What follows belongs to an exercise in optimizing a design on an open flow for a short achievable clock period and few clock cycles; a production flow would make more cautious choices. The RTL was checked by simulation tests, not by an equivalence proof against the original design. Power and IR drop assume default switching activity.

$ cat flow/run.sh
#!/bin/bash
# synth_recipe.tcl (not shown) runs the flow's synth.tcl, then flattens the netlist and writes it again
# the make line also repeats each setting of config.mk as NAME=value (left out here)
make -C /OpenROAD-flow-scripts/flow DESIGN_CONFIG=/design/flow/config.mk WORK_HOME=/design/flow/orfs CLKGATE_MAP_FILE= SYNTH_SCRIPT=/design/flow/synth_recipe.tcl finish
$ cat flow/config.mk
export PLATFORM = sky130hd
export DESIGN_NAME = dcore
export DESIGN_NICKNAME = dcore
export VERILOG_FILES = /design/flow/design.v
export SDC_FILE = /design/flow/constraint.sdc
export NUM_CORES = 4
export LEC_CHECK = 0
export CAP_MARGIN = 20
export CELL_PAD_IN_SITES_DETAIL_PLACEMENT = 1
export CORE_MARGIN = 2
export CORE_UTILIZATION = 35
export PLACE_DENSITY = 0.42
export SLEW_MARGIN = 20
$ cat flow/constraint.sdc
create_clock -name core_clock -period 10.0 [get_ports {clk}]
set_input_delay 2.0000 -clock core_clock [delete_from_list [all_inputs] [get_ports {clk}]]
set_output_delay 2.0000 -clock core_clock [all_outputs]
set_load 0.01 [all_outputs]
$ cat flow/design.v
module dcore (
    input  wire         clk,
    input  wire         rst,         
    input  wire         op_valid,
    output wire         op_ready,
    input  wire [1:0]   op_kind,
    input  wire [3:0]   op_id,
    input  wire [159:0] op_wdata,
    output reg          rsp_valid,
    output reg  [159:0] rsp_rdata
);
    localparam [1:0] K_READ  = 2'd0, K_WRITE = 2'd1, K_ISSUE = 2'd2;
    localparam [7:0] OP_ZERO = 8'h01, OP_MOV  = 8'h02, OP_CVTU64 = 8'h03,
                     OP_XFLD = 8'h04, OP_SFLD = 8'h05, OP_SFLDI  = 8'h06,
                     OP_MULS = 8'h10, OP_ADDS = 8'h11, OP_DIVS   = 8'h12,
                     OP_ADJE = 8'h13, OP_COMPACT = 8'h20;
    localparam [2:0] C_OK = 3'd0, C_UNDERFLOW = 3'd2, C_OVERFLOW = 3'd3,
                     C_DIVZERO = 3'd4;
    localparam [3:0] F_NONE = 4'd0, F_ILLEGAL = 4'd1, F_UNINIT = 4'd2,
                     F_BADLEN = 4'd3;
    localparam [1:0] S_IDLE = 2'd0, S_MUL = 2'd1, S_ADD = 2'd2, S_DIV = 2'd3;
    reg [159:0] dreg [0:3];
    reg [3:0]   dvalid;
    reg [63:0]  arg;
    reg         argvalid;
    reg [15:0]  rem;
    reg [31:0]  fout;
    reg [2:0]   status;
    reg [3:0]   fault;
    reg [31:0]  faultcmd;
    reg [1:0]   state;
    reg [127:0] wk;        
    reg [15:0]  sc;        
    reg [3:0]   n;         
    reg [3:0]   idx;       
    reg [7:0]   bcnt;      
    reg [15:0]  carry;     
    reg [1:0]   rd_q;
    reg [1:0]   rs_q;
    assign op_ready = (state == S_IDLE);
    wire accept = op_valid && op_ready;
    wire [31:0] cmd = op_wdata[31:0];
    wire [7:0]  c_op  = cmd[31:24];
    wire [1:0]  c_rd  = cmd[23:22];
    wire [1:0]  c_rs  = cmd[21:20];
    wire [3:0]  c_fs  = cmd[19:16];
    wire [15:0] c_imm = cmd[15:0];
    reg legal;
    always @* begin
        case (c_op)
            OP_ZERO:    legal = (cmd[21:0] == 22'd0);
            OP_MOV:     legal = (cmd[19:0] == 20'd0);
            OP_CVTU64:  legal = (cmd[21:9] == 13'd0);
            OP_XFLD:    legal = (cmd[23:22] == 2'd0) && (c_imm == 16'd0) && (c_fs != 4'd7);
            OP_SFLD:    legal = (cmd[21:20] == 2'd0) && (c_imm == 16'd0) &&
                                (c_fs != 4'd5) && (c_fs != 4'd7);
            OP_SFLDI:   legal = (cmd[21:20] == 2'd0) && (c_fs != 4'd5) && (c_fs != 4'd7);
            OP_MULS,
            OP_ADDS,
            OP_DIVS,
            OP_ADJE:    legal = (c_fs == 4'd0);
            OP_COMPACT: legal = (cmd[19:0] == 20'd0);
            default:    legal = 1'b0;
        endcase
    end
    wire reads_rs  = (c_op == OP_MOV) || (c_op == OP_XFLD) || (c_op == OP_MULS) ||
                     (c_op == OP_ADDS) || (c_op == OP_DIVS) || (c_op == OP_ADJE) ||
                     (c_op == OP_COMPACT);
    wire reads_rd  = (c_op == OP_SFLD) || (c_op == OP_SFLDI);
    wire reads_arg = (c_op == OP_CVTU64) || (c_op == OP_SFLD);
    wire uses_len  = (c_op == OP_MULS) || (c_op == OP_ADDS) || (c_op == OP_DIVS) ||
                     (c_op == OP_COMPACT);
    wire [159:0] src = dreg[c_rs];
    wire [159:0] dst = dreg[c_rd];
    wire uninit = (reads_rs && !dvalid[c_rs]) || (reads_rd && !dvalid[c_rd]) ||
                  (reads_arg && !argvalid);
    wire badlen = uses_len && (src[15:12] > 4'd8);
    reg [31:0] fval;
    always @* begin
        case (c_fs)
            4'd0:    fval = {{24{src[7]}}, src[7:0]};
            4'd1:    fval = {28'd0, src[15:12]};
            4'd2:    fval = {31'd0, src[11]};
            4'd3:    fval = {31'd0, src[10]};
            4'd4:    fval = {14'd0, src[9:8], src[31:16]};
            4'd5:    fval = {31'd0, (src[15:12] == 4'd0) && src[11]};
            4'd6:    fval = {24'd0, src[15:8]};
            4'd8:    fval = {16'd0, src[47:32]};
            4'd9:    fval = {16'd0, src[63:48]};
            4'd10:   fval = {16'd0, src[79:64]};
            4'd11:   fval = {16'd0, src[95:80]};
            4'd12:   fval = {16'd0, src[111:96]};
            4'd13:   fval = {16'd0, src[127:112]};
            4'd14:   fval = {16'd0, src[143:128]};
            4'd15:   fval = {16'd0, src[159:144]};
            default: fval = 32'd0;
        endcase
    end
    wire [31:0] sval = (c_op == OP_SFLD) ? arg[31:0] : {16'd0, c_imm};
    reg [159:0] setf;
    always @* begin
        setf = dst;
        case (c_fs)
            4'd0:  setf[7:0]     = sval[7:0];
            4'd1:  setf[15:12]   = sval[3:0];
            4'd2:  setf[11]      = sval[0];
            4'd3:  setf[10]      = sval[0];
            4'd4:  begin
                       setf[9:8]   = sval[17:16];
                       setf[31:16] = sval[15:0];
                   end
            4'd6:  setf[15:8]    = sval[7:0];
            4'd8:  setf[47:32]   = sval[15:0];
            4'd9:  setf[63:48]   = sval[15:0];
            4'd10: setf[79:64]   = sval[15:0];
            4'd11: setf[95:80]   = sval[15:0];
            4'd12: setf[111:96]  = sval[15:0];
            4'd13: setf[127:112] = sval[15:0];
            4'd14: setf[143:128] = sval[15:0];
            4'd15: setf[159:144] = sval[15:0];
            default: ;
        endcase
    end
    reg [3:0] cvt_len;
    always @* begin
        if (arg[63:48] != 16'd0)      cvt_len = 4'd4;
        else if (arg[47:32] != 16'd0) cvt_len = 4'd3;
        else if (arg[31:16] != 16'd0) cvt_len = 4'd2;
        else if (arg[15:0] != 16'd0)  cvt_len = 4'd1;
        else                          cvt_len = 4'd0;
    end
    wire [159:0] cvt = {64'd0, arg, 16'd0, cvt_len, c_imm[8], 1'b0, 2'b00, c_imm[7:0]};
    wire signed [16:0] adje_e = $signed({{9{src[7]}}, src[7:0]}) + $signed({c_imm[15], c_imm});
    wire adje_ovf = (adje_e > 17'sd127);
    wire adje_unf = (adje_e < -17'sd128);
    reg [3:0] cmp_len;
    integer ci;
    always @* begin
        cmp_len = 4'd0;
        for (ci = 0; ci < 8; ci = ci + 1)
            if ((ci < src[15:12]) && (src[32+16*ci +: 16] != 16'd0))
                cmp_len = ci + 1;
    end
    wire src_nan = (src[15:12] == 4'd0) && src[11];
    wire [159:0] cmp_res = src_nan ? src :
                           {src[159:16], cmp_len, (cmp_len != 4'd0) && src[11], 1'b1,
                            src[9:8], src[7:0]};
    wire [127:0] src_mag   = src[159:32];
    wire [127:0] div_align = src_mag << (16 * (4'd8 - src[15:12]));
    wire [15:0] cur_w   = wk[16*idx +: 16];
    wire [31:0] mul_t   = cur_w * sc + {16'd0, carry};
    wire [16:0] add_t   = {1'b0, cur_w} + {1'b0, carry};
    wire [16:0] div_r2  = {carry, wk[127]};
    wire        div_ge  = (div_r2 >= {1'b0, sc});
    wire [16:0] div_sub = div_r2 - {1'b0, sc};
    wire [159:0] rs_img = dreg[rs_q];
    reg  [127:0] mres;
    reg  [3:0]   mlen;
    reg  [3:0]   qlen;
    reg  [127:0] qres;
    integer mi;
    always @* begin
        mres = wk;
        mlen = n;
        if (carry != 16'd0 && n != 4'd8) begin
            mres[16*n[2:0] +: 16] = carry;
            mlen = n + 4'd1;
        end
        qres = rs_img[159:32];
        qlen = 4'd0;
        for (mi = 0; mi < 8; mi = mi + 1) begin
            if (mi < n) begin
                qres[16*mi +: 16] = wk[16*mi +: 16];
                if (wk[16*mi +: 16] != 16'd0)
                    qlen = mi + 1;
            end
        end
    end
    reg [159:0] rdata;
    always @* begin
        case (op_id)
            4'd0, 4'd1, 4'd2, 4'd3: rdata = dreg[op_id[1:0]];
            4'd4:    rdata = {96'd0, arg};
            4'd5:    rdata = {144'd0, rem};
            4'd6:    rdata = {128'd0, fout};
            4'd7:    rdata = {157'd0, status};
            4'd8:    rdata = {156'd0, fault};
            4'd9:    rdata = {128'd0, faultcmd};
            default: rdata = 160'd0;
        endcase
    end
    always @(posedge clk) begin
        if (rst) begin
            state     <= S_IDLE;
            dvalid    <= 4'd0;
            argvalid  <= 1'b0;
            status    <= C_OK;
            fault     <= F_NONE;
            faultcmd  <= 32'd0;
            rsp_valid <= 1'b0;
        end else begin
            rsp_valid <= 1'b0;
            case (state)
            S_IDLE: if (accept) begin
                case (op_kind)
                K_READ: begin
                    rsp_valid <= 1'b1;
                    rsp_rdata <= rdata;
                end
                K_WRITE: begin
                    if (op_id <= 4'd3) begin
                        dreg[op_id[1:0]]   <= op_wdata;
                        dvalid[op_id[1:0]] <= 1'b1;
                    end else if (op_id == 4'd4) begin
                        arg      <= op_wdata[63:0];
                        argvalid <= 1'b1;
                    end
                end
                K_ISSUE: if (fault == F_NONE) begin
                    if (!legal) begin
                        fault    <= F_ILLEGAL;
                        faultcmd <= cmd;
                    end else if (uninit) begin
                        fault    <= F_UNINIT;
                        faultcmd <= cmd;
                    end else if (badlen) begin
                        fault    <= F_BADLEN;
                        faultcmd <= cmd;
                    end else begin
                        case (c_op)
                        OP_ZERO: begin
                            dreg[c_rd]   <= 160'd0;
                            dvalid[c_rd] <= 1'b1;
                            status       <= C_OK;
                        end
                        OP_MOV: begin
                            dreg[c_rd]   <= src;
                            dvalid[c_rd] <= 1'b1;
                            status       <= C_OK;
                        end
                        OP_CVTU64: begin
                            dreg[c_rd]   <= cvt;
                            dvalid[c_rd] <= 1'b1;
                            status       <= C_OK;
                        end
                        OP_XFLD: begin
                            fout   <= fval;
                            status <= C_OK;
                        end
                        OP_SFLD, OP_SFLDI: begin
                            dreg[c_rd] <= setf;
                            status     <= C_OK;
                        end
                        OP_ADJE: begin
                            if (adje_ovf)
                                status <= C_OVERFLOW;
                            else if (adje_unf)
                                status <= C_UNDERFLOW;
                            else begin
                                dreg[c_rd]   <= {src[159:8], adje_e[7:0]};
                                dvalid[c_rd] <= 1'b1;
                                status       <= C_OK;
                            end
                        end
                        OP_COMPACT: begin
                            dreg[c_rd]   <= cmp_res;
                            dvalid[c_rd] <= 1'b1;
                            status       <= C_OK;
                        end
                        OP_MULS: begin
                            wk    <= src_mag;
                            sc    <= c_imm;
                            n     <= src[15:12];
                            idx   <= 4'd0;
                            carry <= 16'd0;
                            rd_q  <= c_rd;
                            rs_q  <= c_rs;
                            state <= S_MUL;
                        end
                        OP_ADDS: begin
                            wk    <= src_mag;
                            sc    <= c_imm;
                            n     <= src[15:12];
                            idx   <= 4'd0;
                            carry <= c_imm;
                            rd_q  <= c_rd;
                            rs_q  <= c_rs;
                            state <= S_ADD;
                        end
                        OP_DIVS: begin
                            if (c_imm == 16'd0)
                                status <= C_DIVZERO;
                            else begin
                                wk    <= div_align;
                                sc    <= c_imm;
                                n     <= src[15:12];
                                bcnt  <= {src[15:12], 4'd0};
                                carry <= 16'd0;
                                rd_q  <= c_rd;
                                rs_q  <= c_rs;
                                state <= S_DIV;
                            end
                        end
                        default: ;
                        endcase
                    end
                end
                default: ;
                endcase
            end
            S_MUL, S_ADD: begin
                if (idx != n) begin
                    if (state == S_MUL) begin
                        wk[16*idx +: 16] <= mul_t[15:0];
                        carry            <= mul_t[31:16];
                    end else begin
                        wk[16*idx +: 16] <= add_t[15:0];
                        carry            <= {15'd0, add_t[16]};
                    end
                    idx <= idx + 4'd1;
                end else begin
                    if (carry != 16'd0 && n == 4'd8) begin
                        status <= C_OVERFLOW;
                    end else begin
                        dreg[rd_q]   <= {mres, rs_img[31:16], mlen, rs_img[11], 1'b0,
                                         rs_img[9:8], rs_img[7:0]};
                        dvalid[rd_q] <= 1'b1;
                        status       <= C_OK;
                    end
                    state <= S_IDLE;
                end
            end
            S_DIV: begin
                if (bcnt != 8'd0) begin
                    carry <= div_ge ? div_sub[15:0] : div_r2[15:0];
                    wk    <= {wk[126:0], div_ge};
                    bcnt  <= bcnt - 8'd1;
                end else begin
                    dreg[rd_q]   <= {qres, rs_img[31:16], qlen, rs_img[11], 1'b0,
                                     rs_img[9:8], rs_img[7:0]};
                    dvalid[rd_q] <= 1'b1;
                    rem          <= carry;
                    status       <= C_OK;
                    state        <= S_IDLE;
                end
            end
            endcase
        end
    end
endmodule
==> flow_summary.toml <==
[floorplan]
num_rows = 173
start_util_pct = 35.3
io_pins = 331
core_sq_mm = 0.223
die_w_um = 478
dieArea_sq_mm = 0.228
fp.dieH_um = 478

[timing]
hold_viol = 0
period_share_pct = 91.0
tightest_slew_ns = 1.31
drv_slew = 0
fmax_ghz = 0.110
skew_ns = 0.0496
hold_slack_ns = 0.457
fin_setup_tns_ns = 0
period_needed_ns = 9.10
rsz0062_at_grt = "false"
setup_viol = 0
slew-limit-headroom_pct = 12.7

[run]
max_cap_viol_count = 0

[worst_setup_path]
criticalPathCategory = "reg -> reg"
cp_data_required_time_ns = 10.55
r2r_cells = 26
worst_ep_arrival_time_ns = 9.65
crit_fanout = 41
critPathLaunchType = "register"
cp-end-kind = "register"

[cells_and_area]
nets = 7668
drive_gt1_share_pct = 16.8
areaGrowthSynthToFinish_pct = 16.2
design_area_sq_mm = 0.0912
n_fill_cell = 23700

[clocking]
post_cts_buffers = 0
clock-root-buffer = "clkbuf_16"
cts_buffers = 142
cts.sinks = 1126
htree_num_levels = 4
cts_hold_buf = 0
cts_tree = "done"
path_clk_slew_ns = 0.06
cts_resized = 0
clockBufferDepth = 3
insertion_delay_ns = 0.85

[routing]
drtIter0Drc = 11600
drc = 0
drt-pass1-iter-count = 10
via_per_inst = 6.96
wl_per_cell_um = 45.4
vias = 71500
routed_wl_um = 467000
ant_nets = 0

[power]
powerDensity_mw_per_mm2 = 130
power_uw = 11800
cellLeakagePower_uw = 0.0314
peakVddDrop_v = 0.000198

[placement]
portBuffers = 330
dpl_cell_area_sq_mm = 0.0864
gp_congestion = 1.05
post-dp-hpwl_um = 338000

[synthesis]
ys_dominant_reg_cell = "edfxtp_1"
synth_cell_types = 91
syn_avg_cell_area_sq_um = 11.4
synth_common_cells = "edfxtp_1 (1,079), nand2_1 (781), mux4_2 (509)"
async_reset_ff_share_pct = 0
synthDominantCellAreaShare_pct = 41.3
ys_seq_area_share_pct = 42.5
ys_ff_latch = 1126
synth_area_sq_mm = 0.0785
synth_top_area_cell = "edfxtp_1"
syn_nets = 7420
synth-edff-count = 1079
synth.area.top_cells = "edfxtp_1 (41%), mux4_2 (15%), fa_1 (5.4%)"
yosysMostFrequentCell = "edfxtp_1"
synth_warnings = 1
syn-instance-count = 6867

[global_route]
grt_overflow_total = 0
grtUsageTotal_pct = 39.9
grt_max_degree = 129
first_global_vias = 69200
antenna_found_initial = 79
grt_first_pass_wirelength_um = 624000

[worst_hold_path]
hp-class = "reg -> reg"
hold_depth = 2

[run_status]
outcome = "no timing/DRC/antenna violations"
==> cell families after synthesis <==
family / share of synthesized area [%]
AOI/OAI and AO/OA: 15.8
xor gates and xnor gates: 0.826
adders and majority gates: 8.17
buffers and inverters: 4.50
DFF: 42.5
muxes: 17.3
and+or+nand+nor: 10.9
==> registers in the layout (all words and copies together) (netlist names), named ones only <==
name / flops
fault: 2
dvalid: 4
carry: 16
wk: 128
rs_q: 2
arg: 64
idx: 4
argvalid: 1
rem: 16
rd_q: 2
fout: 19
dreg: 640
status: 3
rsp_valid: 1
sc: 16
n: 4
state: 2
bcnt: 8
rsp_rdata: 160
faultcmd: 32
==> metal layers <==
| metal | wire length [um] | vias to the layer above | track usage (%) |
|---|---|---|---|
| li1 | - | 27500 | - |
| met1 | 183000 | 37300 | 53.0 |
| met2 | 194000 | 5399 | 56.1 |
| met3 | 55600 | 1200 | 12.6 |
| met4 | 33600 | 38 | 25.1 |
| met5 | 329 | - | 0.210 |
==> metrics by stage <==
| step | util, % | setup WS (ns) | std cells |
|---|---|---|---|
| floorplan | - | 0.133 | 6867 |
| global placement | 38.8 | 1.17 | 9938 |
| detailed placement | 38.8 | 1.09 | 9943 |
| CTS | 40.9 | 1.06 | 10200 |
| global route | 40.9 | 0.683 | 10200 |
| finish | 41.0 | 0.900 | 10300 |
==> layout by cell type (no fill, tap or decap), drive strengths merged, types with 27 or more instances in the layout <==
cell type | Yosys | layout
xor2 | 27 | 27
nand3 | 127 | 127
clkdlybuf4s50 | 0 | 325
dfxtp | 47 | 47
nand2 | 781 | 781
a22o | 84 | 84
a222oi | 67 | 67
buf | 100 | 328
o21ai | 301 | 301
a31oi | 54 | 54
clkbuf | 451 | 174
a21o | 37 | 37
a32o | 44 | 44
clkinv | 5 | 70
nor3 | 219 | 219
diode | 0 | 66
nor2 | 363 | 363
fa | 213 | 213
inv | 360 | 367
nand2b | 31 | 31
ha | 171 | 171
o31ai | 43 | 43
edfxtp | 1079 | 1079
a221oi | 138 | 138
a221o | 50 | 50
a211oi | 94 | 94
nor4 | 103 | 103
and2 | 115 | 115
a22oi | 181 | 181
a21oi | 451 | 451
o221ai | 47 | 47
mux2i | 169 | 169
nand4 | 36 | 36
xnor2 | 47 | 47
mux2 | 39 | 39
mux4 | 509 | 509
==> worst paths after layout <==
kind / slack, ns / endpoint / startpoint
setup / recovery: 0.90 / carry[14] / idx[0]
hold / removal: 0.46 / faultcmd[23] / faultcmd[23]
setup reg to reg: 0.90 / carry[14] / idx[0]
hold reg to reg: 0.46 / faultcmd[23] / faultcmd[23]
==> final cells by class <==
class	count	area, sq um	share of cell area (%)
diodes	66	165	0.181
well taps	2975	3720	4.08
flip-flops and latches	1126	33300	36.6
multi-input cells	4825	42100	46.2
inverters	365	1370	1.50
repair buffers	655	5940	6.51
clock buffers	172	3690	4.04
clock inverters	87	890	0.975
==> power by group <==
part | internal, uW | total, uW | switching [uW]
logic | 418 | 1400 | 979
registers | 5190 | 5200 | 11.6
clock network | 2920 | 5230 | 2310
==> worst max-delay path, stage by stage (launching register included) <==
cell and delay (ns):
edfxtp_1 0.37, buf_12 0.31, mux4_2 0.66, mux2i_1 0.64, nor2_1 0.27, buf_4 0.25, nand2_1 0.09, fa_1 0.45
fa_1 0.52, inv_1 0.06, fa_1 0.53, inv_1 0.05, fa_1 0.49, fa_1 0.42, fa_1 0.49, inv_1 0.04
ha_1 0.35, a21o_1 0.19, a21o_1 0.17, a21o_1 0.19, a211oi_1 0.25, o31ai_1 0.17, a21boi_0 0.76, o21ai_0 0.36
o31ai_1 0.36, mux2i_1 0.21, o21ai_0 0.09
Testbench counts, summed over its fixed seeds: cycles 102,805.

static timing again, ports no longer ideal:
Ports are ideal in the flow. The routed layout listed here was re-timed in OpenROAD.
Step 1 assumes that a clkbuf_16 drives the clock port and a buf_2 every other input.
Step 2 also shifts input and output timing later by t, the mid clock arrival at the registers, as if the neighbouring blocks saw the same clock.
Three values: no drivers, after step 1, after step 2; two values: the first two.
shift t [ns]: 0.934
slack for setup (ns): 0.900 / 0.900 / 0.900
worst register clock-pin slew, ns: 0.07 / 0.07
After both steps setup and hold are still met in this run. The setup slack of this run moves by 0.000 ns with the drivers and by 0.000 ns with both steps.
